Context: an optimization exercise on an open-source flow, tuned for small area, a short achievable clock period and few clock cycles per item. The choices shown serve that exercise and are no tape-out recipe. RTL that was checked went through simulation tests only; none was proved equivalent to the original. The RTL of runs 3 to 6 was laid out without a check of its function. Power is estimated from default activity; no workload was simulated.

**flow/design.v**
```verilog
module crc_link (
  input  wire        clk,
  input  wire        rst,
  input  wire        cmd_valid,
  output wire        cmd_ready,
  input  wire [3:0]  cmd_code,
  input  wire [15:0] cmd_a,
  input  wire [7:0]  cmd_b,
  output reg         resp_valid,
  output reg         resp_ok,
  output reg  [15:0] resp_data,
  output wire        rx_req,
  input  wire        rx_valid,
  input  wire [7:0]  rx_data,
  input  wire        rx_end,
  output wire        tx_valid,
  output wire [7:0]  tx_data,
  input  wire        tx_ready,
  input  wire        tx_fail
);
  localparam [3:0] C_CRCCLR   = 4'h1, C_CRCSTEP = 4'h2, C_FRAMECRC = 4'h3,
                   C_ENCODE   = 4'h4, C_DECODE  = 4'h5, C_RECEIVE  = 4'h6,
                   C_TRANSMIT = 4'h7, C_LDB     = 4'h9, C_STB      = 4'hA,
                   C_RDST     = 4'hB;
  function [15:0] m16;
    input [15:0] c;
    integer i;
    begin
      m16 = c;
      for (i = 0; i < 16; i = i + 1)
        m16 = {m16[14:0], 1'b0} ^ (m16[15] ? 16'h1021 : 16'h0000);
    end
  endfunction
  reg [511:0] bv;                  
  reg [15:0]  crc;                 
  reg [6:0]   n_q;                 
  reg [6:0]   pos;                 
  reg [9:0]   rem;                 
  reg         match_q;             
  reg [1:0]   err;                 
  reg         busy, done_f, fail_f, res_ok;
  reg         rdy_q, cq_v, mode_d;
  reg [15:0]  cq_a;
  reg [7:0]   cq_b;
  reg         v_clr, v_step, v_fsent, v_fjob, v_enc, v_dec, v_rcv, v_xmt, v_ldb, v_stb, v_rdst;
  reg         rx_req_q, tx_valid_q;
  reg [7:0]   tx_q;
  reg [15:0]  bk;                  
  reg         enc_pend;            
  reg         cache_v;             
  reg         s_act, xw, s_tx, s_res, s_fc;
  reg [4:0]   ra;                  
  reg         rxodd;               
  reg         s_fdone, s_z;
  reg [15:0]  tw;                  
  reg         tw_full, tw_fold;
  reg [7:0]   th;                  
  reg         got, rload, rfold;
  reg         rxw;                 
  reg         vpend;               
  reg         c_fix;               
  reg c_rop, c_rack, c_rlen, c_rpay, c_ran, c_top, c_ta1, c_trest, c_ta2, c_wait;
  assign cmd_ready = rdy_q;
  assign rx_req    = rx_req_q;
  assign tx_valid  = tx_valid_q;
  assign tx_data   = tx_q;
  wire [7:0] b0 = bv[7:0];
  wire [7:0] b1 = bv[15:8];
  wire [255:0] rd1;
  wire [127:0] rd2;
  wire [63:0]  rd3;
  wire [31:0]  rd4;
  genvar g;
  generate
    for (g = 0; g < 16; g = g + 1) begin : R1
      assign rd1[16*g +: 16] = ra[0] ? bv[32*g + 16 +: 16] : bv[32*g +: 16];
    end
    for (g = 0; g < 8; g = g + 1) begin : R2
      assign rd2[16*g +: 16] = ra[1] ? rd1[32*g + 16 +: 16] : rd1[32*g +: 16];
    end
    for (g = 0; g < 4; g = g + 1) begin : R3
      assign rd3[16*g +: 16] = ra[2] ? rd2[32*g + 16 +: 16] : rd2[32*g +: 16];
    end
    for (g = 0; g < 2; g = g + 1) begin : R4
      assign rd4[16*g +: 16] = ra[3] ? rd3[32*g + 16 +: 16] : rd3[32*g +: 16];
    end
  endgenerate
  wire [15:0] port = ra[4] ? rd4[31:16] : rd4[15:0];
  integer k;
  wire [15:0] ca = cmd_a;
  wire i_hi7z = (ca[15:7] == 9'd0);
  wire i_hi6z = i_hi7z & !ca[6];
  wire i_le64 = i_hi6z | (i_hi7z & (ca[5:0] == 6'd0));
  wire i_ge2  = |ca[15:1];
  wire i_ge4  = |ca[15:2];
  wire i_le60 = i_hi6z & ((ca[5:2] != 4'hF) | (ca[1:0] == 2'd0));
  wire i_lt6  = (ca[15:3] == 13'd0) & !(ca[2] & ca[1]);
  wire i_rdst_ok = (cmd_code == C_RDST) & i_lt6;
  wire [15:0] a = cq_a;
  wire v_any     = v_clr | v_step | v_fsent | v_fjob | v_enc | v_dec | v_rcv | v_xmt |
                   v_ldb | v_stb;
  wire acc       = v_rdst | (v_any & !busy);
  wire a_is_n    = (a[6:0] == n_q);
  wire fast      = !acc | v_dec | (v_rdst & (a[2:0] != 3'd1)) | (v_xmt & a_is_n);
  wire need_res  = enc_pend & !fast;
  wire need_fcrc = v_fjob & !busy & !(cache_v & a_is_n);
  wire go        = cq_v & !xw;
  wire exec      = go & !need_res & !need_fcrc;
  wire start_res = go & need_res;
  wire start_fc  = go & !need_res & need_fcrc;
  wire ex        = exec & acc;
  wire wr_ok     = cq_v & !busy & !xw & !enc_pend;
  wire w_stb     = wr_ok & v_stb;
  wire w_enc     = wr_ok & v_enc;
  wire [6:0] jn      = s_fc ? a[6:0] : n_q;               
  wire [5:0] klast   = jn[6:1] - 6'd2;                    
  wire       tx_live = c_top | c_ta1 | c_trest;
  wire       fetch   = s_act & !s_fdone & (!tw_full | !tx_live);
  wire       s_fold  = s_act & tw_fold;
  wire       s_zero  = s_act & s_fdone & !tw_fold & !s_z;
  wire       s_fin   = s_act & s_z;
  wire       fc_done = s_fin & s_fc;
  wire       st_tx   = ex & v_xmt;
  wire       s_start = st_tx | start_res | start_fc;
  wire [6:0] sn      = start_res ? n_q : a[6:0];
  wire       stream_free = !s_act | s_z;
  wire eq4f   = (rx_data == 8'h4F);
  wire len_ok = (rx_data < 8'd30);
  wire r_last = (rem == 10'd1);
  wire [6:0] tdist = n_q - pos;
  wire t_last = (tdist == 7'd1);
  wire nx_chi = (tdist == 7'd2);
  wire nx_clo = (tdist == 7'd3);
  wire [7:0] nb_c = pos[0] ? (nx_clo ? crc[7:0] : tw[7:0]) : (nx_chi ? crc[15:8] : th);
  wire rxm     = c_rop | c_rlen | c_rpay;
  wire rx_tk   = rxm & rx_valid;
  wire rop_tk  = c_rop & rx_valid;
  wire rlen_tk = c_rlen & rx_valid;
  wire rpay_tk = c_rpay & rx_valid;
  wire verify  = rpay_tk & r_last;
  wire [15:0] cfin = m16(crc);
  wire vmatch  = (cfin[7:0] == tw[7:0]) & (cfin[15:8] == rx_data);
  wire f_pay    = c_rpay & !rx_valid & rx_end & !got;    
  wire f_rx_pre = (c_rop & !rx_valid & rx_end) |
                  (c_rack & !tx_ready & tx_fail) |
                  (c_rlen & (rx_valid ? !len_ok : rx_end)) | c_fix;
  wire f_rx_post = c_ran & match_q & !tx_ready & tx_fail;
  wire f_bad     = c_ran & !match_q & (tx_ready | tx_fail);
  wire f_tx      = (c_top & !tx_ready & tx_fail) |
                   (c_ta1 & (rx_valid ? !eq4f : rx_end)) |
                   (c_trest & tx_fail & !(tx_ready & t_last)) |
                   (c_ta2 & (rx_valid ? !eq4f : rx_end));
  wire ok_end    = (c_ran & match_q & tx_ready) | (c_ta2 & rx_valid & eq4f);
  wire end_now   = ok_end | f_rx_pre | f_rx_post | f_bad | f_tx;
  wire n_rop   = (ex & v_rcv) | (c_rop & !rx_valid & !rx_end);
  wire n_rack  = rop_tk | (c_rack & !tx_ready & !tx_fail);
  wire n_rlen  = (c_rack & tx_ready) | (c_rlen & !rx_valid & !rx_end);
  wire n_rpay  = (rlen_tk & len_ok) |
                 (c_rpay & (rx_valid ? !r_last : (!rx_end | got)));
  wire n_ran   = verify | (c_ran & !tx_ready & !tx_fail);
  wire n_top   = st_tx | (c_top & !tx_ready & !tx_fail);
  wire n_ta1   = (c_top & tx_ready) | (c_ta1 & !rx_valid & !rx_end);
  wire n_trest = (c_ta1 & rx_valid & eq4f) |
                 (c_trest & (tx_ready ? (!t_last & !tx_fail) : !tx_fail));
  wire n_ta2   = (c_trest & tx_ready & t_last) | (c_ta2 & !rx_valid & !rx_end);
  wire tx_tk   = (c_top | c_trest) & tx_ready;
  wire tw_use  = c_trest & tx_ready & pos[0] & !nx_clo;    
  wire       w_emb = s_fin & !s_fc;
  wire       w_en  = rxw | w_emb | w_enc | w_stb;
  wire [4:0] w_wa  = ra;
  wire [1:0] w_be  = rxw ? {rxodd, !rxodd} : (s_act | v_enc) ? 2'b11 : {a[0], !a[0]};
  wire [15:0] w_d  = rxw ? tw : s_act ? crc :
                     v_enc ? {a[8:1] - 8'd1, cq_b} : {cq_b, cq_b};
  always @(posedge clk) begin
    for (k = 0; k < 64; k = k + 1)
      if (w_en && w_wa == k / 2 && w_be[k % 2])
        bv[8*k +: 8] <= (k % 2) ? w_d[15:8] : w_d[7:0];
  end
  wire fresh  = rdy_q & cmd_valid;
  wire direct = fresh & (busy | (mode_d & (cmd_code == C_RDST)));
  wire to_q   = fresh & !direct;
  wire okn = ok_end & stream_free;
  wire dn  = done_f | okn;
  wire df  = done_f | fail_f | okn;
  wire [15:0] status = {5'd0, fail_f, dn, busy & !okn, match_q, 1'b0, err, df, df, 1'b0, fail_f};
  wire [2:0]  rk = mode_d ? cmd_a[2:0] : a[2:0];
  reg  [15:0] rdst_val;
  always @* begin
    case (rk)
      3'd0:    rdst_val = status;
      3'd1:    rdst_val = crc;
      3'd2:    rdst_val = {9'd0, n_q};
      3'd3:    rdst_val = {9'd0, pos};
      3'd4:    rdst_val = {6'd0, rem};
      default: rdst_val = 16'd64;
    endcase
  end
  wire [7:0]  ldb_byte = a[0] ? port[15:8] : port[7:0];
  wire [15:0] rd_val = (mode_d | v_rdst) ? rdst_val : v_dec ? {b0, b1} : {8'd0, ldb_byte};
  wire consume  = exec | fc_done;
  wire held     = cq_v & !consume;
  wire enc_pend_n = (enc_pend & !(s_fin & s_res) & !st_tx) | w_enc;
  wire xw_n     = (xw & !s_fin) | start_res | start_fc;
  wire cache_kill = ex & (v_clr | v_step | v_enc | v_stb | v_rcv | v_xmt | v_fsent);
  wire in_xfer  = (cmd_code == C_RECEIVE) | (cmd_code == C_TRANSMIT);
  wire in_fc_miss = (cmd_code == C_FRAMECRC) &
                    !(cache_v & !cache_kill & (cmd_a == {9'd0, n_q}));
  always @(posedge clk) begin
    if (rdy_q) begin
      cq_a   <= cmd_a;
      cq_b   <= cmd_b;
      v_clr   <= cmd_code == C_CRCCLR;
      v_step  <= cmd_code == C_CRCSTEP;
      v_fsent <= (cmd_code == C_FRAMECRC) & i_le64 & (ca[0] | !i_ge2);
      v_fjob  <= (cmd_code == C_FRAMECRC) & i_le64 & !ca[0] & i_ge2;
      v_enc   <= (cmd_code == C_ENCODE) & !ca[0] & i_ge2 & i_le60;
      v_dec   <= cmd_code == C_DECODE;
      v_rcv   <= cmd_code == C_RECEIVE;
      v_xmt   <= (cmd_code == C_TRANSMIT) & !ca[0] & i_ge4 & i_le64;
      v_ldb   <= (cmd_code == C_LDB) & i_hi6z;
      v_stb   <= (cmd_code == C_STB) & i_hi6z;
      v_rdst  <= i_rdst_ok;
    end
    if (s_start)
      ra <= 5'd1;
    else if (s_act & !s_fin) begin
      if (fetch) ra <= ra + 5'd1;
    end else if (rxm) begin
      if (rx_valid) ra <= pos[5:1];
    end else if (rdy_q)
      ra <= (cmd_code == C_ENCODE) ? 5'd0 : cmd_a[5:1];
    else
      ra <= v_enc ? 5'd0 : cq_a[5:1];
    if (rx_tk) rxodd <= pos[0];
    if (rop_tk) tw[7:0] <= rx_data;
    else if (rlen_tk) tw[15:8] <= rx_data;
    else if (rpay_tk) begin
      if (pos[0]) tw[15:8] <= rx_data; else tw[7:0] <= rx_data;
    end else if (fetch) tw <= port;
    if (st_tx) begin
      tx_q <= b0;
      th   <= b1;
    end else if (ex & v_rcv) begin
      tx_q <= 8'h4F;
    end else if (verify) begin
      tx_q <= vmatch ? 8'h4F : 8'h46;
    end else if (tx_tk) begin
      tx_q <= c_top ? th : nb_c;
      if (tw_use) th <= tw[15:8];
    end
    if (ex & v_rcv) bk <= crc;
    resp_data <= rd_val;
    if (rst) begin
      cq_v <= 1'b0; rdy_q <= 1'b1; mode_d <= 1'b0;
      resp_valid <= 1'b0; resp_ok <= 1'b0;
      rx_req_q <= 1'b0; tx_valid_q <= 1'b0;
      crc <= 16'd0; n_q <= 7'd0; pos <= 7'd0; rem <= 10'd0;
      match_q <= 1'b0; err <= 2'd0; busy <= 1'b0; done_f <= 1'b0; fail_f <= 1'b0;
      res_ok <= 1'b0; enc_pend <= 1'b0; cache_v <= 1'b0;
      s_act <= 1'b0; xw <= 1'b0; s_tx <= 1'b0; s_res <= 1'b0; s_fc <= 1'b0;
      s_fdone <= 1'b0; s_z <= 1'b0; tw_full <= 1'b0; tw_fold <= 1'b0;
      got <= 1'b0; rload <= 1'b0; rfold <= 1'b0; rxw <= 1'b0; vpend <= 1'b0; c_fix <= 1'b0;
      {c_rop, c_rack, c_rlen, c_rpay, c_ran, c_top, c_ta1, c_trest, c_ta2, c_wait} <= 10'd0;
    end else begin
      cq_v   <= rdy_q ? to_q : held;
      rdy_q  <= !held & !(to_q & (xw_n | enc_pend_n | in_fc_miss | in_xfer));
      mode_d <= (ex & (v_rcv | v_xmt)) | (mode_d & !to_q);
      resp_valid <= consume | direct;
      resp_ok    <= direct ? i_rdst_ok : (acc | fc_done);
      enc_pend   <= enc_pend_n;
      xw         <= xw_n;
      c_rop <= n_rop; c_rack <= n_rack; c_rlen <= n_rlen; c_rpay <= n_rpay; c_ran <= n_ran;
      c_top <= n_top; c_ta1 <= n_ta1; c_trest <= n_trest; c_ta2 <= n_ta2;
      rx_req_q   <= n_rop | n_rlen | n_rpay | n_ta1 | n_ta2;
      tx_valid_q <= n_rack | n_ran | n_top | n_trest;
      c_wait <= (end_now | c_wait) & !stream_free;
      if (end_now) res_ok <= ok_end;
      if (busy & (end_now | c_wait) & stream_free) begin
        busy   <= 1'b0;
        done_f <= end_now ? ok_end : res_ok;
        fail_f <= end_now ? !ok_end : !res_ok;
      end
      if (f_rx_pre | f_rx_post) err <= 2'd1;
      if (f_tx)  err <= 2'd2;
      if (f_bad) err <= 2'd3;
      rload <= rlen_tk & len_ok;
      rxw   <= rx_tk;
      vpend <= verify;
      c_fix <= f_pay;
      rfold <= rpay_tk & pos[0] & !r_last;
      if (rop_tk) pos <= 7'd1;
      if (rlen_tk) begin
        pos <= 7'd2;
        rem <= {1'b0, rx_data, 1'b0} + 10'd4;
        got <= 1'b0;
      end
      if (rpay_tk) begin
        pos <= pos + 7'd1;
        rem <= rem - 10'd1;
        got <= !rx_end;
      end else if (c_rpay & rx_end) begin
        got <= 1'b0;
      end
      if (verify) match_q <= vmatch;
      if (ok_end & c_ran) begin
        n_q     <= pos;
        cache_v <= 1'b1;
      end
      if (tx_tk) pos <= pos + 7'd1;
      if (tw_use) tw_full <= 1'b0;
      if (s_start) begin
        s_act   <= 1'b1;
        s_tx    <= st_tx;
        s_res   <= start_res;
        s_fc    <= start_fc;
        s_fdone <= (sn[6:1] < 6'd3);
        s_z     <= 1'b0;
        tw_full <= 1'b0;
        tw_fold <= 1'b0;
      end else begin
        if (fetch) begin
          s_fdone <= ({1'b0, ra} == klast);
          tw_full <= 1'b1;
        end
        tw_fold <= fetch;
        if (s_zero) s_z <= 1'b1;
        if (s_fin) begin
          s_act <= 1'b0;
          if (!s_fc) cache_v <= 1'b1;
        end
      end
      if (c_fix)
        crc <= bk;
      else if (vpend)
        crc <= cfin;
      else if (rload)
        crc <= {tw[7:0], tw[15:8]};
      else if (rfold | s_fold)
        crc <= m16(crc) ^ tw;
      else if (s_start)
        crc <= {b0, b1};
      else if (s_zero)
        crc <= cfin;
      else if (ex & v_clr)
        crc <= 16'd0;
      else if (ex & v_step)
        crc <= m16(crc) ^ a;
      else if (ex & v_fsent)
        crc <= 16'hFFFF;
      if (cache_kill | start_fc) cache_v <= 1'b0;
      if (ex & v_enc) n_q <= a[6:0] + 7'd4;
      if (ex & v_rcv) begin
        busy <= 1'b1; done_f <= 1'b0; fail_f <= 1'b0;
        err <= 2'd0; match_q <= 1'b0; pos <= 7'd0; rem <= 10'd0; n_q <= 7'd0;
      end
      if (st_tx) begin
        busy <= 1'b1; done_f <= 1'b0; fail_f <= 1'b0;
        err <= 2'd0; pos <= 7'd0; n_q <= a[6:0];
      end
    end
  end
endmodule
```
**flow/flow/run.sh**
```bash
#!/bin/bash
# Standard layout, asking the timing repair for more setup margin.
set -euo pipefail
bash standard.sh SETUP_SLACK_MARGIN=7 finish > make_finish.log 2>&1
```
**flow/standard.sh**
```bash
#!/bin/bash
# synth_recipe.tcl (not shown) runs the flow's synth.tcl, then flattens the netlist and writes it again
# the make line also repeats each setting of config.mk as NAME=value (left out here)
make -C /OpenROAD-flow-scripts/flow DESIGN_CONFIG=/design/flow/config.mk WORK_HOME=/design/flow/orfs CLKGATE_MAP_FILE= SYNTH_SCRIPT=/design/flow/synth_recipe.tcl "${@:-finish}"
```
**flow/config.mk**
```make
export PLATFORM = sky130hd
export DESIGN_NAME = crc_link
export DESIGN_NICKNAME = crc_link
export VERILOG_FILES = /design/flow/design.v
export SDC_FILE = /design/flow/constraint.sdc
export NUM_CORES = 8
export LEC_CHECK = 0
export CAP_MARGIN = 20
export CORE_MARGIN = 2
export CORE_UTILIZATION = 60
export CTS_BUF_LIST = sky130_fd_sc_hd__clkbuf_8 sky130_fd_sc_hd__clkbuf_16
export CTS_CLUSTER_DIAMETER = 80
export CTS_CLUSTER_SIZE = 15
export PLACE_DENSITY = 0.7
export SLEW_MARGIN = 20
export TNS_END_PERCENT = 100
```
**flow/constraint.sdc**
```tcl
create_clock -name core_clock -period 10.0 [get_ports {clk}]
set_input_delay 2.0000 -clock core_clock [delete_from_list [all_inputs] [get_ports {clk}]]
set_output_delay 2.0000 -clock core_clock [all_outputs]
set_load 0.01 [all_outputs]
```
==> results.txt, run 1 <==
* Port bufs at 71
* DPL Wire Length at 64,600 um
* Layout area overhead at 16.7%
* Worst vdd ir at 181 uV
* Ys async rst share at 0%
* Initial Utilization at 60.7%
* Setup violations, final at 0
* TritonCTS buffer count at 54
* CTS root buf: clkbuf_16
* Die Wd at 235 um
* Largest area contributor in the netlist: edfxtp_1
* Skew-Pair Late Insertion Delay at 0.65 ns
* Syn_nets at 2,333
* Synth area leaders: edfxtp_1 56%, mux4_2 11%, dfxtp_1 6.3%
* Post-DR wirelength/cell at 32.3 um
* FF-to-FF Start: pos[0]
* CTS tree: built
* Yosys top cell area share at 56.1%
* Outcome: timing/DRC/antenna clean
* Max clock buf depth at 3
* DRT met1 WL at 37,800 um
* Layout net count at 2,465
* GRT Overall Usage at 36.5%
* Worst slew margin at 27.1%
* Post-route ant nets at 0
* Worst Hold Class: reg -> reg
* CTS Sinks at 697
* CP delay by family, top: flip-flops
* Met3 routed WL at 7980 um
* Startpoint Class: flip-flop
* IO Pins at 72
* GRT Residual Overflow at 0
* F_max at 0.311 GHz
* Std cell rows at 84
* First-pass GRT wire length at 143,000 um
* Required @ worst endpoint at 8.00 ns
* Syn_area_per_cell at 14.1 sq um
* Initial DRC count at 2,889
* Top Metal Used: met5
* Clk slew on worst S/H paths at 0.08 ns
* WL final at 100,000 um
* Crit path buf inv count at 1
* Max-slew violation count at 0
* WP data arrival at 1.21 ns
* RSZ-0062 raised after global routing: yes
* Crit path launch: tx_q[3]
* Die Y at 235 um
* Count leader, synth: edfxtp_1
* Primary FF master, synth: edfxtp_1
* Fin. Hold Viols at 0
* Post-synth EDFFs at 596
* Clk_skew at 0.0290 ns
* CP max stage delay at 0.41 ns
* Setup TNS at 0 ns
* Worst-margin pin slew at 1.09 ns
* Pin count of the biggest net entering global routing at 53
* FF+latch count, synth at 697
* Share of cells above drive strength 1 at 28.5%
* Post-synth top cells: 596 x edfxtp_1, 214 x nor2_1, 150 x nand2_1, 149 x mux4_2, 102 x a21oi_1
* Synth cell types at 99
* Worst Hold Launch: s_res
* Initial antenna violation count at 1
* Total core area at 52,600 sq um
* Crit path kind: reg -> out
* Crit-path cells: buf_2
* Cell Pwr Density at 196 nW/um^2
* Sequential share of the synthesized area at 62.4%
* Vias in the first global route at 20,800
* Worst-path fanout max at 1
* Htree depth at 2
* Fin util at 70.9%
* P_leak at 12.3 nW
* Via density at 6.95
* Worst setup EP type: primary output
* Ant diodes at 0
* DIE AREA at 55,000 sq um
* Met2 WL at 47,600 um
* Synth Warn # at 1
* Tcrit/Tclk final at 32.1%
* Worst-case hold slack at 0.462 ns
* Max-Cap Viols at 0
* Slowest-stage cell, CP: edfxtp_1
* Pre-antenna DRT Iters at 6
* Drt drc at 0
* Synthesized area at 31,900 sq um
* Placer congestion estimate at 1.01
* Via count at 21,600
* Min Clock Period, post-route at 3.21 ns
* Syn Inst Count at 2,268
[kinds of logic after synthesis]
kind of cell | count (synthesis) | synth area share [%]
AO/OA/AOI/OAI | 436 | 9.21
XOR/XNOR | 99 | 3.14
adder cells (fa/ha/maj) | 22 | 0.886
buffers and inverters | 196 | 2.63
flip-flops | 697 | 62.4
multiplexers | 219 | 12.8
AND/OR/NAND/NOR | 599 | 8.95
[through the flow]
stage	worst slack, ns	power, mW	instance area, sq um	cells
3_5_place_dp	5.11	5.07	33500	2911
3_3_place_gp	5.22	5.05	33400	2910
6_report	6.79	7.30	37200	3107
5_1_grt	6.77	7.48	37200	3107
2_1_floorplan	6.40	4.51	32400	2268
4_1_cts	6.73	7.19	36200	3049
[power by group]
group / leakage, nW / internal [mW] / switching (mW)
registers: 6.26 / 3.31 / 0.139
clock network: 0.794 / 1.00 / 1.02
logic: 5.23 / 0.764 / 1.06
total: 12.3 / 5.08 / 2.22
[layer usage]
layer  vias up  GRT usage [%]
li1       9096              -
met1     11000           48.2
met2      1216           57.7
met3       320           5.78
met4         2           21.8
met5         -              0
[path summary, 6_finish.rpt]
kind | end | slack [ns] | cells after the start
worst min-delay path | s_res | 0.46 | 2
worst min register to register | s_res | 0.46 | 2
worst max-delay path | tx_data[3] | 6.79 | 1
worst max register to register | tx_q[6] | 6.87 | 13
[cells in the final DEF, fill, tap and decap left out, drive strengths merged, types with 8 or more instances in the layout]
cell	count
nor3	46
clkbuf	61
o31ai	10
inv	56
a22oi	21
a2111oi	8
o22ai	14
nor2	214
a31oi	21
edfxtp	596
a211oi	38
ha	21
nand2b	28
nand2	150
a221oi	23
o21a	9
and3	12
and2	13
o21ai	97
mux2	9
mux2i	62
clkdlybuf4s50	9
a32o	8
nor4	19
xnor2	70
nand3	39
nor2b	18
xor2	23
mux4	149
dfxtp	101
a21oi	104
buf	195
a22o	13
or3	8
nand4	11
[flip-flops by register name, summed over array words and instances (netlist names), 2 cells and up]
| register | flops |
|---|---|
| bv | 512 |
| bk | 16 |
| cq_a | 16 |
| crc | 16 |
| resp_data | 16 |
| tw | 16 |
| rem | 10 |
| cq_b | 8 |
| th | 8 |
| tx_q | 8 |
| n_q | 7 |
| pos | 7 |
| ra | 5 |
| err | 2 |
[what timing repair did]
item	in CTS	in global routing
gates cloned	4	3
hold buffers	0	0
buffers inserted	59	55
gates resized for setup	398	145
pin swaps	41	57
endpoints found under the hold margin	0	0
setup endpoints to repair	871	642
[final cells by class]
type | count | area, sq um
Clock inverter | 21 | 193
Sequential cell | 697 | 20000
Tap cell | 688 | 861
Clock buffer | 54 | 1350
Inverter | 45 | 190
Fill cell | 3536 | 15300
Multi-Input combinational cell | 1378 | 12400
Timing Repair Buffer | 224 | 2230
Testbench counts, summed over its fixed seeds: cycles 19,312, frames 256.
==> inputs of run 2 (changes only) <==
--- a/flow/config.mk
+++ b/flow/config.mk
@@ -8,9 +8,9 @@
 export CAP_MARGIN = 20
 export CORE_MARGIN = 2
 export CORE_UTILIZATION = 60
-export CTS_BUF_LIST = sky130_fd_sc_hd__clkbuf_8 sky130_fd_sc_hd__clkbuf_16
-export CTS_CLUSTER_DIAMETER = 80
-export CTS_CLUSTER_SIZE = 15
+export CTS_BUF_LIST = sky130_fd_sc_hd__clkbuf_16
+export CTS_CLUSTER_DIAMETER = 100
+export CTS_CLUSTER_SIZE = 20
 export PLACE_DENSITY = 0.7
 export SLEW_MARGIN = 20
 export TNS_END_PERCENT = 100
==> results.txt, run 2 <==
* Outcome: timing/DRC/antenna clean
* FF-to-FF Start: pos[0]
* Commonest cells after routing, fill and taps aside: 596 x edfxtp_1, 150 x nor2_1, 149 x mux4_2
* Max-Cap Viols at 0
* CP delay by family, top: flip-flops
* Largest area contributor in the netlist: edfxtp_1
* Slowest-stage cell, CP: edfxtp_1
* Total core area at 52,600 sq um
* Layout area overhead at 15.3%
* Count leader, synth: edfxtp_1
* Max reg flops at 512
* F_max at 0.316 GHz
* Synth Warn # at 1
* Post-route ant nets at 0
* Die Y at 235 um
* TritonCTS buffer count at 41
* Initial antenna violation count at 1
* Synthesized area at 31,900 sq um
* Skew-Pair Late Insertion Delay at 0.62 ns
* Post-DR wirelength/cell at 32.1 um
* CTS Sinks at 697
* Startpoint Class: flip-flop
* Layout net count at 2,445
* WP data arrival at 1.17 ns
* FF+latch count, synth at 697
* GRT Residual Overflow at 0
* Worst setup EP type: primary output
* Vias in the first global route at 20,600
* Die Wd at 235 um
* Primary FF master, synth: edfxtp_1
* Hold_buf cts at 0
* GRT Overall Usage at 36.2%
* Min Clock Period, post-route at 3.17 ns
* Pin count of the biggest net entering global routing at 53
* P_leak at 12.1 nW
* Post-synth top cells: 596 x edfxtp_1, 214 x nor2_1, 150 x nand2_1, 149 x mux4_2, 102 x a21oi_1
* CTS root buf: clkbuf_16
* Sequential share of the synthesized area at 62.4%
* Crit-path cells: buf_2
* Crit path kind: reg -> out
* Worst vdd ir at 188 uV
* Port bufs at 71
* Crit path buf inv count at 1
* Ant diodes at 0
* Via count at 21,400
* Worst-margin pin slew at 1.07 ns
* Max-slew violation count at 0
* Drt drc at 0
* R2R depth at 13
* Setup violations, final at 0
* Required @ worst endpoint at 8.00 ns
* Clk_skew at 0.0413 ns
* Initial DRC count at 2,489
* Worst Hold Class: reg -> reg
* Fin util at 70.0%
* End of the critical path: tx_data[2]
* CTS tree: built
* Via density at 6.94
* Initial Utilization at 60.7%
* Yosys top cell area share at 56.1%
* Ys async rst share at 0%
* CP max stage delay at 0.40 ns
* Setup TNS at 0 ns
* Placer congestion estimate at 1.01
* DIE AREA at 55,000 sq um
* Syn_nets at 2,333
* Tcrit/Tclk final at 31.7%
* Fin. Hold Viols at 0
* Synth area leaders: edfxtp_1 56%, mux4_2 11%, dfxtp_1 6.3%
* Clk slew on worst S/H paths at 0.09 ns
* WL final at 98,900 um
* Std cell rows at 84
* RR Endpoint: tx_q[6]
* Syn Inst Count at 2,268
* Crit path launch: tx_q[2]
* Max clock buf depth at 3
* RSZ-0062 raised after global routing: yes
* Cell Pwr Density at 191 nW/um^2
* Htree depth at 2
* DPL Wire Length at 64,600 um
* Layout Cells excl Fill at 3,083
* Pre-antenna DRT Iters at 5
* Inst Count DP at 2,911
* Worst slew margin at 28.5%
* Worst-path fanout max at 1
* First-pass GRT wire length at 142,000 um
* Synth cell types at 99
* IO Pins at 72
* Most common cell after layout, fill and taps aside: edfxtp_1
* Largest Register: bv
* Syn_area_per_cell at 14.1 sq um
* Post-synth EDFFs at 596
* Critical Path Stages at 1
* Share of cells above drive strength 1 at 28.2%
* Reg2reg setup slack at 6.91 ns
## run 2: cell count changes in the layout (fill, tap and decap cells not counted), moves of 3 or more
cell	previous run	this run
dlygate4sd2_1	5	8
clkbuf_16	56	43
buf_4	118	114
inv_1	50	47
buf_12	20	15
buf_6	31	35
## run 2: where the power goes
part | switching [mW] | leakage, nW | internal, mW
clock network | 0.946 | 0.615 | 0.792
logic | 1.06 | 5.20 | 0.766
registers | 0.140 | 6.27 | 3.31
## run 2: how the worst min path moves through the flow
stage / startpoint / to / slack [ns] / depth (start not counted)
floorplan: crc[10] / bk[10] / 0.40 / 0
global placement: s_res / s_res / 0.44 / 2
detailed placement: s_res / s_res / 0.45 / 2
CTS: s_res / s_res / 0.46 / 2
global route: s_res / s_res / 0.48 / 2
finish: s_res / s_res / 0.46 / 2
## run 2: routing by layer
layer	track usage [%]	part of all wire [%]	wire length [um]	vias up
met2	57.0	47	46900	1205
li1	-	-	-	9041
met5	0	0	0	-
met1	48.7	38	37200	10900
met4	21.3	7.0	6890	0
met3	5.18	8.0	7930	297
## run 2: cell families after synthesis
group | Yosys count | synth area share, %
flops | 697 | 62.4
simple gates | 599 | 8.95
compound gates | 436 | 9.21
mux | 219 | 12.8
buf+inv | 196 | 2.63
xor+xnor | 99 | 3.14
fa+ha+maj | 22 | 0.886
## run 2: final cells by class
class | instances | area (sq um)
Sequential cell | 697 | 20000
Inverter | 45 | 190
Timing Repair Buffer | 217 | 2090
Multi-Input combinational cell | 1378 | 12500
Clock buffer | 42 | 1050
Tap cell | 688 | 861
Clock inverter | 16 | 128
Fill cell | 3566 | 15800
## run 2: metrics by stage
stage | setup WS [ns] | hold WS, ns | power [mW] | instance area (sq um)
finish | 6.83 | 0.462 | 7.02 | 36800
detailed placement | 5.11 | 0.447 | 5.07 | 33500
floorplan | 6.40 | 0.403 | 4.51 | 32400
global placement | 5.22 | 0.443 | 5.05 | 33400
global route | 6.79 | 0.477 | 7.20 | 36800
CTS | 6.74 | 0.460 | 6.91 | 35900
## run 2: what timing repair did
item                                    4_1_cts  5_1_grt
resized for setup                           418      135
cloned                                        4        2
pin swaps                                    38       49
buffers inserted                             60       48
endpoints found under the setup margin      871      629
==> inputs of run 3 (changes only) <==
--- a/flow/design.v
+++ b/flow/design.v
@@ -44,7 +44,8 @@
   reg [7:0]   cq_b;
   reg         v_clr, v_step, v_fsent, v_fjob, v_enc, v_dec, v_rcv, v_xmt, v_ldb, v_stb, v_rdst;
   reg         rx_req_q, tx_valid_q;
-  reg [7:0]   tx_q;
+  reg [7:0]   tx_cur;              
+  reg [7:0]   tx_q;                
   reg [15:0]  bk;                  
   reg         enc_pend;            
   reg         cache_v;             
@@ -164,6 +165,8 @@
                  (c_trest & (tx_ready ? (!t_last & !tx_fail) : !tx_fail));
   wire n_ta2   = (c_trest & tx_ready & t_last) | (c_ta2 & !rx_valid & !rx_end);
   wire tx_tk   = (c_top | c_trest) & tx_ready;
+  wire [7:0] tx_next = st_tx ? b0 : (ex & v_rcv) ? 8'h4F : verify ? (vmatch ? 8'h4F : 8'h46) :
+                       tx_tk ? (c_top ? th : nb_c) : tx_cur;
   wire tw_use  = c_trest & tx_ready & pos[0] & !nx_clo;    
   wire       w_emb = s_fin & !s_fc;
   wire       w_en  = rxw | w_emb | w_enc | w_stb;
@@ -177,9 +180,10 @@
         bv[8*k +: 8] <= (k % 2) ? w_d[15:8] : w_d[7:0];
   end
   wire fresh  = rdy_q & cmd_valid;
-  wire direct = fresh & (busy | (mode_d & (cmd_code == C_RDST)));
+  wire busy_e = busy & !(c_wait & stream_free);          
+  wire direct = fresh & (busy_e | (mode_d & (cmd_code == C_RDST)));
   wire to_q   = fresh & !direct;
-  wire okn = ok_end & stream_free;
+  wire okn = (ok_end | (c_wait & res_ok)) & stream_free;
   wire dn  = done_f | okn;
   wire df  = done_f | fail_f | okn;
   wire [15:0] status = {5'd0, fail_f, dn, busy & !okn, match_q, 1'b0, err, df, df, 1'b0, fail_f};
@@ -237,17 +241,10 @@
     else if (rpay_tk) begin
       if (pos[0]) tw[15:8] <= rx_data; else tw[7:0] <= rx_data;
     end else if (fetch) tw <= port;
-    if (st_tx) begin
-      tx_q <= b0;
-      th   <= b1;
-    end else if (ex & v_rcv) begin
-      tx_q <= 8'h4F;
-    end else if (verify) begin
-      tx_q <= vmatch ? 8'h4F : 8'h46;
-    end else if (tx_tk) begin
-      tx_q <= c_top ? th : nb_c;
-      if (tw_use) th <= tw[15:8];
-    end
+    tx_cur <= tx_next;
+    tx_q   <= rst ? 8'h00 : tx_next;
+    if (st_tx) th <= b1;
+    else if (tw_use) th <= tw[15:8];
     if (ex & v_rcv) bk <= crc;
     resp_data <= rd_val;
     if (rst) begin
@@ -273,12 +270,12 @@
       c_top <= n_top; c_ta1 <= n_ta1; c_trest <= n_trest; c_ta2 <= n_ta2;
       rx_req_q   <= n_rop | n_rlen | n_rpay | n_ta1 | n_ta2;
       tx_valid_q <= n_rack | n_ran | n_top | n_trest;
-      c_wait <= (end_now | c_wait) & !stream_free;
+      c_wait <= end_now | (c_wait & !stream_free);
       if (end_now) res_ok <= ok_end;
-      if (busy & (end_now | c_wait) & stream_free) begin
+      if (busy & c_wait & stream_free) begin
         busy   <= 1'b0;
-        done_f <= end_now ? ok_end : res_ok;
-        fail_f <= end_now ? !ok_end : !res_ok;
+        done_f <= res_ok;
+        fail_f <= !res_ok;
       end
       if (f_rx_pre | f_rx_post) err <= 2'd1;
       if (f_tx)  err <= 2'd2;
==> results.txt, run 3 <==
* Outcome: timing/DRC/antenna clean
* Total core area at 52,800 sq um
* Count leader, synth: edfxtp_1
* CTS root buf: clkbuf_16
* Crit path kind: in -> reg
* Synth area leaders: edfxtp_1 55%, mux4_2 11%, dfxtp_1 7.3%
* Initial antenna violation count at 1
* Fillcell total at 3,416
* Multi-input logic area at 12,900 sq um
* Total power at 7.23 mW
* Final worst setup slack at 6.87 ns
* Worst Hold Launch: cq_v
* Post-route ant nets at 0
* RSZ-0062 raised after global routing: yes
* TritonCTS buffer count at 42
* Initial DRC count at 3,297
* Initial Utilization at 60.9%
* Die Y at 235 um
* Placer congestion estimate at 1.05
* Layout Cells excl Fill at 3,123
* Syn_nets at 2,364
* DPL Wire Length at 67,300 um
* Pre-antenna DRT Iters at 8
* IO Pins at 72
* Worst-path fanout max at 2
* Max-slew violation count at 0
* Post-synth EDFFs at 588
* Synthesized area at 32,200 sq um
* Sequential share of the synthesized area at 62.2%
* Reg area at 20,100 sq um
* WL final at 106,000 um
* Synth Warn # at 1
* CTS Sinks at 705
* FF+latch count, synth at 705
* Worst vdd ir at 190 uV
* Worst Hold Class: reg -> reg
* Cell Pwr Density at 193 nW/um^2
* Via density at 7.15
* Syn Inst Count at 2,299
* Worst slew margin at 7.93%
* R2R depth at 7
* Share of cells above drive strength 1 at 29.4%
* F_max at 0.319 GHz
* WP data arrival at 3.66 ns
* DP Worst Slack at 5.08 ns
* Post-DR wirelength/cell at 34.0 um
* Layout net count at 2,476
* Vias in the first global route at 21,100
* GRT Overall Usage at 38.1%
* Hold_buf cts at 0
* GRT Residual Overflow at 0
* Post-synth top cells: 588 x edfxtp_1, 240 x nor2_1, 162 x mux4_2, 144 x nand2_1, 123 x a21oi_1
* Largest area contributor in the netlist: edfxtp_1
* FF-to-FF Start: ra[0]
* Setup TNS at 0 ns
* Ys async rst share at 0%
* Hold path depth at 2
* Setup violations, final at 0
* Syn_area_per_cell at 14.0 sq um
* Worst-case hold slack at 0.525 ns
* Worst setup EP type: flip-flop
* Skew-Pair Late Insertion Delay at 0.62 ns
* Startpoint Class: input pin
* Layout area overhead at 16.3%
* DIE AREA at 55,500 sq um
* Fin. Hold Viols at 0
* Max-Cap Viols at 0
* First-pass GRT wire length at 152,000 um
* Largest Register: bv
* Primary FF master, synth: edfxtp_1
* Max clock buf depth at 3
* Ant diodes at 0
* Synth cell types at 89
* Worst-margin pin slew at 1.38 ns
* Required @ worst endpoint at 10.53 ns
* Via count at 22,300
* Tcrit/Tclk final at 31.3%
* Port bufs at 71
* CTS tree: built
* Die Wd at 235 um
* Min Clock Period, post-route at 3.13 ns
* Std cell rows at 84
* Pin count of the biggest net entering global routing at 67
* Commonest cells after routing, fill and taps aside: 588 x edfxtp_1, 170 x nor2_1, 163 x mux4_2
* Inst Count DP at 2,957
* Most common cell after layout, fill and taps aside: edfxtp_1
* Crit path launch: cmd_a[13]
* Drt drc at 0
* Htree depth at 2
* P_leak at 12.2 nW
* Clk_skew at 0.0180 ns
* Clk slew on worst S/H paths at 0.09 ns
* Max reg flops at 512
* Yosys top cell area share at 54.9%
run 3: routing by layer:
metal  vias to the layer above  part of all wire, %  global-route usage, %
met1                     11300                   37                   51.4
met2                      1493                   46                   59.6
met5                         -                0.012                      0
met3                       349                  9.4                   6.18
met4                         2                  7.3                   21.9
li1                       9167                    -                      -
run 3: critical path: stages:
cell and delay, ns:
buf_8 0.10, nor4_4 0.34, nand3_2 0.14, or4b_4 0.53
nor4b_4 0.29, nor2_1 0.07, a311oi_1 0.18
run 3: logic make-up (layout without fill, tap and decap cells):
group	Yosys count	in the layout	share of synthesized area [%]
fa+ha+maj	22	22	0.879
simple gates	606	607	8.71
compound gates	462	462	9.30
xor+xnor	101	101	3.34
flops	705	705	62.2
mux	214	216	13.0
buf+inv	189	322	2.53
run 3: worst paths after layout:
path,to,slack [ns]
setup / recovery,resp_ok,6.87
hold reg to reg,rdy_q,0.52
hold / removal,rdy_q,0.52
setup reg to reg,resp_data[7],7.02
run 3: layout make-up:
class                           count  share of cell area, %
Timing Repair Buffer              213                   5.78
Tap cell                          688                   2.30
Inverter                           41                  0.435
Multi-Input combinational cell   1408                   34.4
Clock buffer                       43                   2.88
Sequential cell                   705                   53.7
Clock inverter                     25                  0.472
run 3: power breakdown:
group	total (mW)	internal, mW	switching (mW)	leakage, nW
combinational	1.98	0.833	1.14	5.22
clock	1.79	0.796	0.992	0.676
sequential	3.47	3.34	0.122	6.33
run 3: what timing repair did:
| item | in CTS | in global routing |
|---|---|---|
| endpoints found under the setup margin | 764 | 626 |
| buffers inserted | 49 | 38 |
| cloned | 7 | 3 |
| resized for setup | 473 | 141 |
| pin swaps | 24 | 42 |
run 3: per-stage QoR:
stage          util, %  instance area, sq um
3_3_place_gp      63.9                 33700
5_1_grt           70.8                 37400
4_1_cts           69.0                 36400
3_5_place_dp      63.9                 33700
6_report          70.8                 37400
2_1_floorplan        -                 32500
==> inputs of run 4 (changes only) <==
--- a/flow/config.mk
+++ b/flow/config.mk
@@ -9,8 +9,8 @@
 export CORE_MARGIN = 2
 export CORE_UTILIZATION = 60
 export CTS_BUF_LIST = sky130_fd_sc_hd__clkbuf_16
-export CTS_CLUSTER_DIAMETER = 100
-export CTS_CLUSTER_SIZE = 20
+export CTS_CLUSTER_DIAMETER = 80
+export CTS_CLUSTER_SIZE = 28
 export PLACE_DENSITY = 0.7
 export SLEW_MARGIN = 20
 export TNS_END_PERCENT = 100
==> results.txt, run 4 <==
* Layout area overhead at 15.8%
* WP data arrival at 3.72 ns
* Slowest-stage cell, CP: or4b_4
* Sequential share of the synthesized area at 62.2%
* Syn Inst Count at 2,299
* Vias in the first global route at 21,000
* GRT Residual Overflow at 0
* TritonCTS buffer count at 39
* GRT Overall Usage at 38.0%
* Top Metal Used: met5
* P_leak at 12.1 nW
* Primary FF master, synth: edfxtp_1
* Synth area leaders: edfxtp_1 55%, mux4_2 11%, dfxtp_1 7.3%
* CP max stage delay at 0.57 ns
* Initial Utilization at 60.9%
* Die Wd at 235 um
* Ys async rst share at 0%
* CTS root buf: clkbuf_16
* DIE AREA at 55,500 sq um
* Worst Hold Launch: xw
* Post-synth EDFFs at 588
* Worst vdd ir at 191 uV
* Crit path kind: in -> reg
* DP Worst Slack at 5.08 ns
* CP delay by family, top: simple AND/OR/NAND/NOR gates
* IO Pins at 72
* Skew-Pair Late Insertion Delay at 0.63 ns
* F_max at 0.313 GHz
* Post-DR wirelength/cell at 33.8 um
* Met3 routed WL at 10,000 um
* Die Y at 235 um
* Setup violations, final at 0
* Synthesized area at 32,200 sq um
* DPL Wire Length at 67,300 um
* CTS tree: built
* Std cell rows at 84
* Fin util at 70.6%
* Final worst setup slack at 6.80 ns
* Pre-antenna DRT Iters at 7
* Count leader, synth: edfxtp_1
* Max-Cap Viols at 0
* Largest Register: bv
* Commonest cells after routing, fill and taps aside: 588 x edfxtp_1, 168 x nor2_1, 163 x mux4_2
* Max-slew violation count at 0
* Via count at 22,200
* Htree depth at 2
* Met2 WL at 49,600 um
* Fin. Hold Viols at 0
* Drt drc at 0
* DRT met1 WL at 38,600 um
* Pin count of the biggest net entering global routing at 67
* Required @ worst endpoint at 10.52 ns
* Synth Warn # at 1
* Worst-path fanout max at 2
* Port bufs at 71
* Via density at 7.12
* Min Clock Period, post-route at 3.20 ns
* Post-route ant nets at 0
* Worst slew margin at 28.0%
* First-pass GRT wire length at 151,000 um
* Syn_nets at 2,364
* Syn_area_per_cell at 14.0 sq um
* CTS Sinks at 705
* FF+latch count, synth at 705
* Tcrit/Tclk final at 32.0%
* Crit path buf inv count at 1
* Most common cell after layout, fill and taps aside: edfxtp_1
* Outcome: timing/DRC/antenna clean
* Setup TNS at 0 ns
* FF-to-FF Start: pos[5]
* Largest area contributor in the netlist: edfxtp_1
* Startpoint Class: input pin
* Synth cell types at 89
* Initial DRC count at 3,161
* Max reg flops at 512
* WL final at 105,000 um
* Layout net count at 2,466
* Post-synth top cells: 588 x edfxtp_1, 240 x nor2_1, 162 x mux4_2, 144 x nand2_1, 123 x a21oi_1
* Crit path launch: cmd_a[11]
* Hold_buf cts at 0
* Placer congestion estimate at 1.05
* Share of cells above drive strength 1 at 29.1%
* RSZ-0062 raised after global routing: yes
* Clk_skew at 0.0424 ns
* Total core area at 52,800 sq um
* Clk slew on worst S/H paths at 0.08 ns
* Max clock buf depth at 3
* Crit-path cells: buf_8, nor4_4, nand3_2, or4b_4, nor4b_4, nor2_1, a311oi_1
* Yosys top cell area share at 54.9%
* Worst setup EP type: flip-flop
* Cell Pwr Density at 195 nW/um^2
* Worst Hold Class: reg -> reg
* Initial antenna violation count at 5
* Worst-margin pin slew at 1.08 ns
==> run 4: cell counts after synthesis <==
Identical to the previous run, type by type.
==> run 4: metrics by stage <==
step	cell area [sq um]	hold slack [ns]	power [mW]	instances
floorplan	32500	0.403	4.59	2299
global placement	33700	0.472	5.16	2957
global route	37200	0.546	7.45	3114
finish	37200	0.527	7.28	3116
detailed placement	33700	0.475	5.18	2957
CTS	36400	0.505	7.15	3078
==> run 4: where the power goes <==
| part | internal, mW | switching [mW] | total [mW] |
|---|---|---|---|
| combinational | 0.814 | 1.12 | 1.94 |
| sequential | 3.34 | 0.123 | 3.47 |
| clock | 0.836 | 1.04 | 1.87 |
| total | 4.99 | 2.28 | 7.28 |
==> run 4: what timing repair did <==
action                     in CTS  in global routing
pin swaps                      20                 27
setup buffers                  49                 34
gates cloned                    6                  1
resized for setup             469                125
setup endpoints to repair     747                627
==> run 4: cells by family after synthesis <==
group	after synthesis	share of synthesized area, %
mux	214	13.0
compound gates	462	9.30
simple gates	606	8.71
flops	705	62.2
fa+ha+maj	22	0.879
buf+inv	189	2.53
xor+xnor	101	3.34
==> run 4: worst reg2reg max path, cell delays in order (launching register included) <==
cell and delay [ns]:
dfxtp_1 0.67, inv_1 0.16, ha_1 0.24, xor2_1 0.17, nor3_1 0.39, a2bb2oi_1 0.23
buf_4 0.22, nand3_1 0.10, and3_1 0.24, o41a_1 0.42, nor3_2 0.13
==> run 4: layout make-up <==
cell class / count / area [sq um]
Sequential cell: 705 / 20100
Fill cell: 3424 / 15500
Antenna cell: 2 / 5.00
Inverter: 41 / 160
Tap cell: 688 / 861
Clock inverter: 27 / 323
Timing Repair Buffer: 207 / 2050
Clock buffer: 39 / 976
Multi-Input combinational cell: 1407 / 12800
==> run 4: path summary, 6_finish.rpt <==
check,endpoint,slack (ns),depth (start not counted)
hold reg to reg,xw,0.53,2
hold / removal,xw,0.53,2
setup reg to reg,tx_q[1],6.97,10
setup / recovery,resp_ok,6.80,7
==> run 4: layer usage <==
| metal | GRT usage [%] | vias up |
|---|---|---|
| li1 | - | 9146 |
| met1 | 51.0 | 11200 |
| met2 | 59.8 | 1502 |
| met3 | 6.44 | 318 |
| met4 | 21.3 | 6 |
| met5 | 0 | - |
==> inputs of run 5 (changes only) <==
--- a/flow/design.v
+++ b/flow/design.v
@@ -193,7 +193,7 @@
     case (rk)
       3'd0:    rdst_val = status;
       3'd1:    rdst_val = crc;
-      3'd2:    rdst_val = {9'd0, n_q};
+      3'd2:    rdst_val = {9'd0, c_ran ? pos : n_q};    
       3'd3:    rdst_val = {9'd0, pos};
       3'd4:    rdst_val = {6'd0, rem};
       default: rdst_val = 16'd64;
==> flow/flow/run.sh (replaced) <==
#!/bin/bash
# Standard layout, asking the timing repair for more setup margin.
set -euo pipefail
bash standard.sh SETUP_SLACK_MARGIN=6.8 finish > make_finish.log 2>&1
--- a/flow/config.mk
+++ b/flow/config.mk
@@ -9,8 +9,8 @@
 export CORE_MARGIN = 2
 export CORE_UTILIZATION = 60
 export CTS_BUF_LIST = sky130_fd_sc_hd__clkbuf_16
-export CTS_CLUSTER_DIAMETER = 80
-export CTS_CLUSTER_SIZE = 28
+export CTS_CLUSTER_DIAMETER = 100
+export CTS_CLUSTER_SIZE = 20
 export PLACE_DENSITY = 0.7
 export SLEW_MARGIN = 20
 export TNS_END_PERCENT = 100
==> results.txt, run 5 <==
* Pin count of the biggest net entering global routing at 71
* Crit path launch: v_enc
* P_leak at 12.0 nW
* Htree depth at 2
* Outcome: timing/DRC/antenna clean
* FF+latch count, synth at 705
* Final instance area at 36,500 sq um
* CP delay by family, top: simple AND/OR/NAND/NOR gates
* Post-synth EDFFs at 588
* Fin util at 68.0%
* Initial Utilization at 60.6%
* F_max at 0.305 GHz
* Syn_area_per_cell at 14.1 sq um
* Synth cell types at 98
* Total core area at 53,700 sq um
* Worst slew margin at 16.6%
* GRT Residual Overflow at 0
* Die Y at 237 um
* Largest Register: bv
* Worst-case hold slack at 0.483 ns
* DIE AREA at 56,100 sq um
* TritonCTS buffer count at 42
* Count leader, synth: edfxtp_1
* Worst Hold Launch: s_res
* Pre-antenna DRT Iters at 6
* Synth Warn # at 1
* Port bufs at 71
* Fillcell total at 3,608
* Worst setup EP type: flip-flop
* Sequential share of the synthesized area at 61.5%
* Commonest cells after routing, fill and taps aside: 588 x edfxtp_1, 160 x mux4_2, 153 x nor2_1
* Vias in the first global route at 20,900
* RR Endpoint: bv[354]
* Final worst setup slack at 6.72 ns
* WHS Endpoint: s_res
* Via density at 7.05
* R2R depth at 7
* Crit-path cells: buf_6, nor2_1, nor4_2, nor3_2, nor2b_1, nand2_1, nor2_2
* Min Clock Period, post-route at 3.28 ns
* Largest area contributor in the netlist: edfxtp_1
* Syn_nets at 2,376
* FF-to-FF Start: v_enc
* Worst vdd ir at 242 uV
* Primary FF master, synth: edfxtp_1
* Layout Cells excl Fill at 3,088
* Post-synth top cells: 588 x edfxtp_1, 213 x nor2_1, 160 x mux4_2, 151 x nand2_1, 117 x dfxtp_1
* Most common cell after layout, fill and taps aside: edfxtp_1
* CTS root buf: clkbuf_16
* CP max stage delay at 0.53 ns
* Syn Inst Count at 2,311
* Max-slew violation count at 0
* Layout area overhead at 12.3%
* Inst Count DP at 2,962
* Max reg flops at 512
* Synthesized area at 32,500 sq um
* Clk slew on worst S/H paths at 0.09 ns
* CTS tree: built
* Reg2reg setup slack at 6.72 ns
* IO Pins at 72
* Die Wd at 237 um
* Setup TNS at 0 ns
* Hold_buf cts at 0
* Initial antenna violation count at 2
* Max clock buf depth at 3
* GRT Overall Usage at 36.9%
* Crit path kind: reg -> reg
* CTS Sinks at 705
* Layout net count at 2,432
* Setup violations, final at 0
* DPL Wire Length at 67,600 um
* Crit path buf inv count at 1
* Cell Pwr Density at 195 nW/um^2
* Post-DR wirelength/cell at 33.6 um
* Ys async rst share at 0%
* Max-Cap Viols at 0
* Worst Hold Class: reg -> reg
* Via count at 21,800
* Required @ worst endpoint at 10.25 ns
* Worst-margin pin slew at 1.25 ns
* Fin. Hold Viols at 0
* DP Worst Slack at 4.90 ns
* Synth area leaders: edfxtp_1 54%, mux4_2 11%, dfxtp_1 7.2%
* WL final at 104,000 um
* Yosys top cell area share at 54.3%
* Clk_skew at 0.0357 ns
* Total power at 7.12 mW
* Skew-Pair Late Insertion Delay at 0.63 ns
* Initial DRC count at 3,055
* RSZ-0062 raised after global routing: yes
* Tcrit/Tclk final at 32.8%
* Startpoint Class: flip-flop
* Area post-placement at 34,000 sq um
* Drt drc at 0
* Slowest-stage cell, CP: nor2_2
* Post-route ant nets at 0
* Share of cells above drive strength 1 at 24.8%
* Std cell rows at 85
* Hold path depth at 2
* WP data arrival at 3.53 ns
* Placer congestion estimate at 1.03
* First-pass GRT wire length at 148,000 um
* Worst-path fanout max at 26
==> run 5: cell types whose count changed after synthesis, sizes merged, moves of 10 or more <==
cell	previous run	this run
o21ai	116	97
a21oi	123	105
a31oi	19	29
nor2	241	215
mux2i	43	62
nand3	61	45
clkbuf	96	107
==> run 5: report_power, final <==
group	total, mW	switching [mW]	internal [mW]
Clock	1.79	0.992	0.795
Combinational	1.84	1.06	0.781
Sequential	3.49	0.153	3.34
Total	7.12	2.21	4.92
==> run 5: routing by layer <==
metal	global-route usage [%]	routed length [um]	vias up
li1	-	-	9127
met1	49.5	38300	11000
met2	59.4	49400	1379
met5	0	0	-
met3	5.64	9390	297
met4	19.0	6810	0
==> run 5: cell families after synthesis <==
logic type / Yosys count / share of synthesized area, %
compound gates: 453 / 9.44
xor+xnor: 101 / 3.50
fa+ha+maj: 22 / 0.869
buf+inv: 202 / 2.58
flops: 705 / 61.5
mux: 238 / 13.6
simple gates: 590 / 8.55
==> run 5: cell type report <==
class | instances | area [sq um] | share of cell area (%)
Antenna cell | 1 | 2.50 | 0.00685
Sequential cell | 705 | 20100 | 54.9
Inverter | 42 | 161 | 0.442
Tap cell | 696 | 871 | 2.38
Clock buffer | 43 | 1080 | 2.95
Clock inverter | 25 | 161 | 0.442
Timing Repair Buffer | 171 | 1630 | 4.47
Multi-Input combinational cell | 1405 | 12600 | 34.4
==> run 5: worst reg2reg max path, delay by kind of cell (launching register included) <==
| kind | cells | cell delay [ns] |
|---|---|---|
| AND/OR/NAND/NOR | 6 | 2.29 |
| flip-flops | 1 | 0.35 |
| buffers and inverters | 1 | 0.25 |
==> run 5: how the worst max path moves through the flow <==
| stage | end | cells after the start |
|---|---|---|
| 2_1_floorplan | tx_q[3] | 8 |
| 3_3_place_gp | tx_q[0] | 8 |
| 3_5_place_dp | tx_q[3] | 8 |
| 4_1_cts | match_q | 10 |
| 5_1_grt | bv[481] | 7 |
| 6_report | bv[354] | 7 |
==> run 5: what timing repair did <==
item | 4_1_cts | 5_1_grt
gates resized for setup | 275 | 121
cloned | 4 | 2
buffers inserted | 36 | 14
setup endpoints to repair | 731 | 514
pin swaps | 19 | 33
==> inputs of run 6 (changes only) <==
==> flow/flow/run.sh (replaced) <==
#!/bin/bash
# Standard layout, asking the timing repair for more setup margin.
set -euo pipefail
bash standard.sh SETUP_SLACK_MARGIN=6.6 finish > make_finish.log 2>&1
==> results.txt, run 6 <==
* Syn_nets at 2,376
* TritonCTS buffer count at 41
* Pre-antenna DRT Iters at 6
* Count leader, synth: edfxtp_1
* RSZ-0062 raised after global routing: yes
* Sequential share of the synthesized area at 61.5%
* Worst setup EP type: flip-flop
* Primary FF master, synth: edfxtp_1
* Worst-path fanout max at 26
* Ant diodes at 0
* Reg2reg setup slack at 6.46 ns
* Synthesized area at 32,500 sq um
* DP Worst Slack at 4.99 ns
* RR Endpoint: bv[477]
* Largest area contributor in the netlist: edfxtp_1
* Setup TNS at 0 ns
* Worst Hold Class: reg -> reg
* CTS tree: built
* Final worst setup slack at 6.46 ns
* Worst vdd ir at 182 uV
* Layout area overhead at 9.97%
* Initial DRC count at 2,919
* Layout net count at 2,413
* Post-synth EDFFs at 588
* GRT Residual Overflow at 0
* Htree depth at 2
* Tcrit/Tclk final at 35.4%
* Clk slew on worst S/H paths at 0.09 ns
* CTS root buf: clkbuf_16
* Hold_buf cts at 0
* Share of cells above drive strength 1 at 20.7%
* Worst slew margin at 29.0%
* Fin. Hold Viols at 0
* Max-slew violation count at 0
* Final instance area at 35,800 sq um
* Total power at 6.99 mW
* WL final at 99,000 um
* Required @ worst endpoint at 10.22 ns
* Syn Inst Count at 2,311
* Min Clock Period, post-route at 3.54 ns
* Post-route ant nets at 0
* F_max at 0.282 GHz
* DPL Wire Length at 67,500 um
* Inst Count DP at 2,973
* Drt drc at 0
* Die Y at 237 um
* Skew-Pair Late Insertion Delay at 0.62 ns
* WHS Endpoint: c_fix
* Worst-margin pin slew at 1.05 ns
* Ys async rst share at 0%
* Initial Utilization at 60.6%
* Fin util at 66.6%
* R2R depth at 7
* Clk_skew at 0.0417 ns
* Post-synth top cells: 588 x edfxtp_1, 213 x nor2_1, 160 x mux4_2, 151 x nand2_1, 117 x dfxtp_1
* Port bufs at 71
* Hold path depth at 1
* Largest Register: bv
* Outcome: timing/DRC/antenna clean
* Worst Hold Launch: got
* Placer congestion estimate at 0.980
* Initial antenna violation count at 0
* Area post-placement at 34,000 sq um
* Total core area at 53,700 sq um
* P_leak at 11.8 nW
* Via count at 21,400
* Synth Warn # at 1
* WP data arrival at 3.76 ns
* Setup violations, final at 0
* Worst-case hold slack at 0.480 ns
* Via density at 7.01
* Commonest cells after routing, fill and taps aside: 588 x edfxtp_1, 160 x nor2_1, 160 x mux4_2
* Fillcell total at 3,754
* Post-DR wirelength/cell at 32.4 um
* FF+latch count, synth at 705
* Cell Pwr Density at 195 nW/um^2
* Most common cell after layout, fill and taps aside: edfxtp_1
* Crit path kind: reg -> reg
* Die Wd at 237 um
* Max reg flops at 512
* Synth area leaders: edfxtp_1 54%, mux4_2 11%, dfxtp_1 7.2%
* CTS Sinks at 705
* First-pass GRT wire length at 144,000 um
* Synth cell types at 98
* Startpoint Class: flip-flop
* Syn_area_per_cell at 14.1 sq um
* Yosys top cell area share at 54.3%
* Max clock buf depth at 3
* Vias in the first global route at 20,800
* Pin count of the biggest net entering global routing at 59
* DIE AREA at 56,100 sq um
* FF-to-FF Start: v_enc
* Std cell rows at 85
* GRT Overall Usage at 35.6%
* Max-Cap Viols at 0
* IO Pins at 72
* Layout Cells excl Fill at 3,058
-- run 6: cell counts after synthesis --
No cell type changed its count.
-- run 6: area by class of cell --
cell class                 instances  area [sq um]  share of cell area, %
inverter                          42           161                  0.451
tap                              696           871                   2.43
timing repair buffer             153          1390                   3.89
sequential                       705         20000                   56.0
clock inverter                    14          87.6                  0.245
multi-input combinational       1405         12200                   34.0
clock buffer                      43          1080                   3.01
-- run 6: worst max-delay path by stage --
stage | from | to
2_1_floorplan | rx_valid | tx_q[3]
3_3_place_gp | rx_valid | tx_q[0]
4_1_cts | v_enc | bv[476]
3_5_place_dp | rx_valid | tx_q[3]
5_1_grt | v_enc | bv[469]
6_report | v_enc | bv[477]
-- run 6: metal layers --
layer / routed length [um] / share of wire [%] / up-vias / GRT usage, %
li1: - / - / 9072 / -
met1: 38300 / 39 / 10900 / 48.9
met2: 46400 / 47 / 1236 / 56.4
met3: 8200 / 8.3 / 284 / 4.86
met4: 6120 / 6.2 / 0 / 18.4
met5: 0 / 0 / - / 0
-- run 6: timing repair --
action,CTS,global route
cloned,0,2
buffers inserted,12,14
endpoints found under the setup margin,474,407
pin swaps,7,13
resized for setup,116,83
-- run 6: report_power, final --
part           internal, mW  switching (mW)  total [mW]
logic                 0.750            1.04        1.79
clock network         0.780           0.944        1.72
registers              3.33           0.138        3.47
-- run 6: logic make-up after synthesis --
kind of cell | count (synthesis) | share of synthesized area [%]
AOI/OAI and AO/OA | 453 | 9.44
xor gates and xnor gates | 101 | 3.50
adders and majority gates | 22 | 0.869
buffers and inverters | 202 | 2.58
DFF | 705 | 61.5
muxes | 238 | 13.6
and+or+nand+nor | 590 | 8.55
-- run 6: critical path, stage by stage, from the launching register on --
cell	delay (ns)
edfxtp_1	0.33
buf_4	0.35
nor2_1	0.17
nor4_1	0.42
nor3_1	0.30
nor2b_1	0.42
nand3_1	0.40
nor2_1	0.76

[port drivers added, routing unchanged]
No port has a modelled driver above. Below, the same layouts with a new extraction and two added sets of constraints. Step 1, drivers: a clkbuf_16 drives clk and a buf_2 each remaining input, both assumed. Step 2, shift: input delay + t, output delay - t, t = (earliest + latest rising clock arrival at the registers) / 2. This alone moves slack from input paths to output paths. a / b / c = ideal ports / drivers / drivers and shift; a / b = the first two.
run	t (ns)	setup slack, ns	hold slack, ns	worst data-port slew with drivers (ns)
run 1	0.700	6.789 / 6.724 / 6.213	0.462 / 0.462 / 0.462	0.13
run 2	0.663	6.832 / 6.771 / 6.274	0.462 / 0.462 / 0.462	0.08
run 3	0.677	6.868 / 6.825 / 6.207	0.525 / 0.525 / 0.525	0.14
run 4	0.675	6.804 / 6.760 / 6.148	0.527 / 0.527 / 0.527	0.14
run 5	0.677	6.718 / 6.712 / 6.119	0.483 / 0.483 / 0.483	0.15
run 6	0.668	6.459 / 6.459 / 6.000	0.480 / 0.480 / 0.480	0.05
After both steps setup and hold are still met in every run listed. For run 3, which loses most, drivers alone change the setup slack by -0.043 ns; drivers and shift together by -0.661 ns.
